Background: an optimization exercise with open tools, aiming at small area, a short achievable clock period and few clock cycles. Do not read the settings as production practice.
Where RTL was checked, it was by simulation tests only, not by an equivalence proof against the original.
Power is estimated from default activity; no workload was simulated.

== rev 12 ==
## str_loop
module str_loop (
    input  wire               clk,
    input  wire               rst,
    input  wire               cmd_valid,
    input  wire [1:0]         cmd_op,       
    output reg                busy,
    input  wire [7:0]         nsps,
    input  wire [1:0]         ted_sel,
    input  wire               idx_sel,
    input  wire signed [23:0] k1,
    input  wire signed [23:0] k2,
    input  wire [15:0]        nrx,
    input  wire [15:0]        nmf,
    input  wire [15:0]        out_cap,
    output reg                mf_rd_en,
    output reg  [15:0]        mf_addr,
    input  wire [31:0]        mf_rdata,
    output reg                out_valid,
    output wire [31:0]        out_sym,
    output wire signed [33:0] out_err,
    output wire signed [9:0]  out_tau,
    output reg                init_ok,
    output reg                stop,
    output reg  [1:0]         stop_cause,
    output reg                err_flag,
    output reg  [2:0]         err_code,
    output reg  signed [41:0] p2,
    output reg  signed [9:0]  tau,
    output reg  [15:0]        nout,
    output reg  [15:0]        clamp_tot,
    output reg  [15:0]        clamp_con
);
    localparam OP_INIT = 2'd0, OP_STEP = 2'd1, OP_RUN = 2'd2;
    localparam ERR_NSPS = 3'd1, ERR_TED = 3'd3, ERR_SEQ = 3'd5;
    localparam CAUSE_END = 2'd1, CAUSE_LOW = 2'd2, CAUSE_FULL = 2'd3;
    localparam T_NONE = 2'd0, T_S = 2'd1, T_E = 2'd2, T_M = 2'd3;
    localparam F_IDLE = 3'd0, F_START = 3'd1, F_E = 3'd2, F_M = 3'd3,
               F_STOP = 3'd4, F_DONE = 3'd5;
    reg [7:0]         cfg_n;
    reg [1:0]         cfg_ted;
    reg               cfg_idx;
    reg signed [24:0] cfg_k;        
    reg [2:0]         fe;
    reg               run_mode;
  ...
Size in the first run: ~8100 cells after synthesis, roughly 0.079 sq mm of cells after synthesis.
Settings: LEC_CHECK=0, CAP_MARGIN=20, CORE_MARGIN=2, CORE_UTILIZATION=40, SLEW_MARGIN=20; clock period 13.0 ns.
run.sh (not shown) runs the stock make flow with config.mk's settings and CLKGATE_MAP_FILE= SYNTH_SCRIPT=/design/flow/synth_recipe.tcl, a recipe that flattens the netlist after the stock synthesis.
Rev 12: flow completed, timing, DRC and antenna clean
Testbench counts of rev 12, summed over its fixed seeds: cycles 15,886.
The inputs of rev 13 differ from those of rev 12 as listed below.
-- flow/config.mk --
<<< rev 12, line 10
export CORE_UTILIZATION = 40
export SLEW_MARGIN = 20
>>> rev 13, line 10
export CORE_UTILIZATION = 40
export SETUP_SLACK_MARGIN = 5
export SLEW_MARGIN = 20
Notes after the runs:
Timing, DRC, antenna: 0 failures across rev 13 and rev 12
Compared with rev 12, rev 13 shows a number of antenna cells inserted that is 3 lower.
Against rev 12, detailed placement HPWL in rev 13 rose slightly.
Rev 13 vs rev 12: total design power up slightly

Another version of the RTL of str_loop (not shown whole).
For scale: about 7100 cells after synthesis, roughly 63000 um2 of cells after synthesis.
make LEC_CHECK=0 ABC_AREA=1 CAP_MARGIN=5 CORE_MARGIN=2 CORE_UTILIZATION=55 PLACE_DENSITY=0.7 SETUP_SLACK_MARGIN=5 SLEW_MARGIN=5 finish   # period 13.0 ns
Testbench counts at the start, summed over its fixed seeds: cycles 16,075.
Next try:
ABC_AREA = not set   (was 1)
CORE_UTILIZATION = 40   (was 55)
PLACE_DENSITY = not set   (was 0.7)
Global-route usage fell by 7.2 points.
Critical path depth rose by 6.
Non-clock buffer count rose by 148.
Worst setup slack loses 0.38 ns.
Die area rose by 42%.
Clock skew fell by 0.021 ns.
Clock power is about the same.
Via count rose by 5.6%.
Next try:
ABC_AREA = 1   (was not set)
Effect: Sequential share of layout area increases by 1.2 points; clock power climbs by about 7%; first-iteration DRC count came out lower by 19%; hold slack loses 0.040 ns; global-route usage drops by 0.10 points; count of clock-buffer cells in the layout rises by 10; setup slack is better by 0.48 ns; fmax rises by 6.3%.

Setup of branch zinc:
str_loop, a different RTL version from the one above (not shown whole).
Size: ~7100 cells after synthesis, ~350 I/O pins.
Settings: LEC_CHECK=0, CAP_MARGIN=20, CORE_MARGIN=2, CORE_UTILIZATION=55, SETUP_SLACK_MARGIN=5, SLEW_MARGIN=20; clock period 13.0 ns.
Inputs modified between branch zinc and branch willow:
Settings: CORE_UTILIZATION changed from 55 to 40.
Findings:
Routed wire length delta (branch willow − branch zinc): unfavourable. Against branch zinc as the reference, branch willow delivers a higher share of power burned in combinational logic. From branch zinc to branch willow the numbers moved as follows: well-tap cell count increased 36%; clock distribution area overhead in the final layout essentially unchanged. As far as post-synthesis instance area is concerned, branch willow and branch zinc perform about the same. Compared with branch zinc, in branch willow share of power burned in the clock network went down by 0.8 points, post-detailed-placement cell area went up by 1.0%, register-to-register slack went up by 0.07 ns, estimated wirelength of the detail-placed design went up by 5.8%. Taking branch zinc as the reference point, the fmax of branch willow rises by 0.82%. Internal power for branch willow: 29 µW up relative to branch zinc.
No run of this note included a check of the RTL's function; only the layout flow was run.

Setup of run G:
str_loop, a different RTL version from the one above (not shown whole).
For scale: roughly 7000 cells after synthesis, about 350 I/O pins, about 66000 sq um of cells after synthesis.
Settings: LEC_CHECK=0, CAP_MARGIN=5, CORE_MARGIN=2, CORE_UTILIZATION=40, SETUP_SLACK_MARGIN=5, SLEW_MARGIN=5; clock period 13.0 ns.
Run G went all the way through synthesis, placement and routing and the layout is clean on timing, DRC and antenna.
Testbench counts of run G, summed over its fixed seeds: cycles 16,075.
What run H does differently from run G at the input level:
- SLEW_MARGIN changed from 5 to 20
- CAP_MARGIN changed from 5 to 20
==> comparison <==
Compared run H vs run G, and final critical-path share of the clock period is up in run H.
In run H relative to run G, number of non-clock buffers had gone down by a few percent.
From run G to run H the numbers moved as follows: met2 capacity usage during global routing ~0 delta, normalized max-slew margin rose by 8.8 points, upper clock frequency limit -about 0.7%, final area flat.
Compared with run G, run H shows total power consumption of the routed design that has gone up slightly.
The global routing usage summed across all routing layers on run H is in line with that on run G.
Diff run G -> run H | clock-buffer cell count | down slightly
Of run H and run G, it is run H that has the lower worst hold margin.
Compared to run G, run H has global-route met3 utilization 0.22 points lower.

str_loop, a different RTL version from the one above (not shown whole).
For scale: roughly 6900 cells after synthesis, ~710 flip-flops, about 350 I/O pins, ~65000 µm² of cells after synthesis.
Design str_loop, start of the top module:
module str_loop (
    input  wire               clk,
    input  wire               rst,
    input  wire               cmd_valid,
    input  wire [1:0]         cmd_op,       
    output reg                busy,
    input  wire [7:0]         nsps,
    input  wire [1:0]         ted_sel,
    input  wire               idx_sel,
    input  wire signed [23:0] k1,
    input  wire signed [23:0] k2,
    input  wire [15:0]        nrx,
    input  wire [15:0]        nmf,
    input  wire [15:0]        out_cap,
    output reg                mf_rd_en,
    output reg  [15:0]        mf_addr,
    input  wire [31:0]        mf_rdata,
    output reg                out_valid,
    output wire [31:0]        out_sym,
    output wire signed [33:0] out_err,
    output wire signed [9:0]  out_tau,
    output reg                init_ok,
    output reg                stop,
    output reg  [1:0]         stop_cause,
    output reg                err_flag,
    output reg  [2:0]         err_code,
    output reg  signed [41:0] p2,
    output reg  signed [9:0]  tau,
    output reg  [15:0]        nout,
    output reg  [15:0]        clamp_tot,
    output reg  [15:0]        clamp_con
);
    localparam OP_INIT = 2'd0, OP_STEP = 2'd1, OP_RUN = 2'd2;
    localparam ERR_NSPS = 3'd1, ERR_TED = 3'd3, ERR_SEQ = 3'd5;
    localparam CAUSE_END = 2'd1, CAUSE_LOW = 2'd2, CAUSE_FULL = 2'd3;
    localparam T_NONE = 2'd0, T_S = 2'd1, T_E = 2'd2, T_M = 2'd3;
    localparam F_IDLE = 3'd0, F_START = 3'd1, F_E = 3'd2, F_M = 3'd3,
               F_STOP = 3'd4, F_DONE = 3'd5;
    reg [7:0]         cfg_n;
    reg [1:0]         cfg_ted;
    reg               cfg_idx;
    reg signed [24:0] cfg_k;        
    reg [2:0]         fe;
    reg               run_mode;
    reg [1:0]         fe_cause;
    reg [16:0]        sb;           
    reg [16:0]        fe_e;         
    reg [2:0]         pend;         
    reg [1:0]         rk1, rk2;     
    reg signed [15:0] s_i, s_q, e_i, e_q, m_i, m_q;
  ...
clock: 13.0 ns
lec_check: 0
cap_margin: 5
core_margin: 2
core_utilization: 40
setup_slack_margin: 5
slew_margin: 5
The starting point ran to the end with no violations.
Edit:
- ABC_AREA: unset -> 1
The changed run passed the timing, DRC and antenna checks.
Synthesized area is lower by a few percent.
Cell area went down by a few percent.
Wire length came out lower slightly.
No functional check of the RTL was part of any run of this note.

-- re-timing with driven ports --
The flow's constraints put no driver on any port. The routed layouts listed below were extracted and timed again, unchanged, in two steps.
Step 1, drivers: a clkbuf_16 drives clk and a buf_2 each remaining input, both assumed.
Step 2 times the ports against the registers' clock, not the clock port: input delays grow and output delays shrink by t, the midpoint of the rising clock arrivals with the driver on.
Three values: ideal ports, drivers, drivers and shift; two values: the first two.
run | t, ns | slack for setup (ns) | worst slew at a driven data input, ns
rev 12 | 0.802 | 2.741 / 2.741 / 2.741 | 0.12
rev 13 | 0.809 | 4.476 / 4.476 / 4.476 | 0.10
the first run of note 2 | 0.750 | 5.332 / 5.332 / 5.332 | 0.09
the second run of note 2 | 0.770 | 4.949 / 4.949 / 4.606 | 0.14
the third run of note 2 | 0.794 | 5.429 / 5.429 / 5.429 | 0.07
branch zinc | 0.792 | 4.447 / 4.447 / 4.447 | 0.09
branch willow | 0.787 | 4.517 / 4.517 / 4.517 | 0.33
run G | 0.793 | 5.182 / 5.182 / 5.182 | 0.16
run H | 0.798 | 5.127 / 5.127 / 5.127 | 0.17
the first run of note 5 | 0.756 | 4.945 / 4.945 / 4.945 | 0.08
the second run of note 5 | 0.794 | 5.397 / 5.397 / 5.397 | 0.07
After both steps every run listed still meets setup and hold. The setup slack of the second run of note 2, which loses most, moves by 0.000 ns with the drivers and by -0.343 ns with both steps.
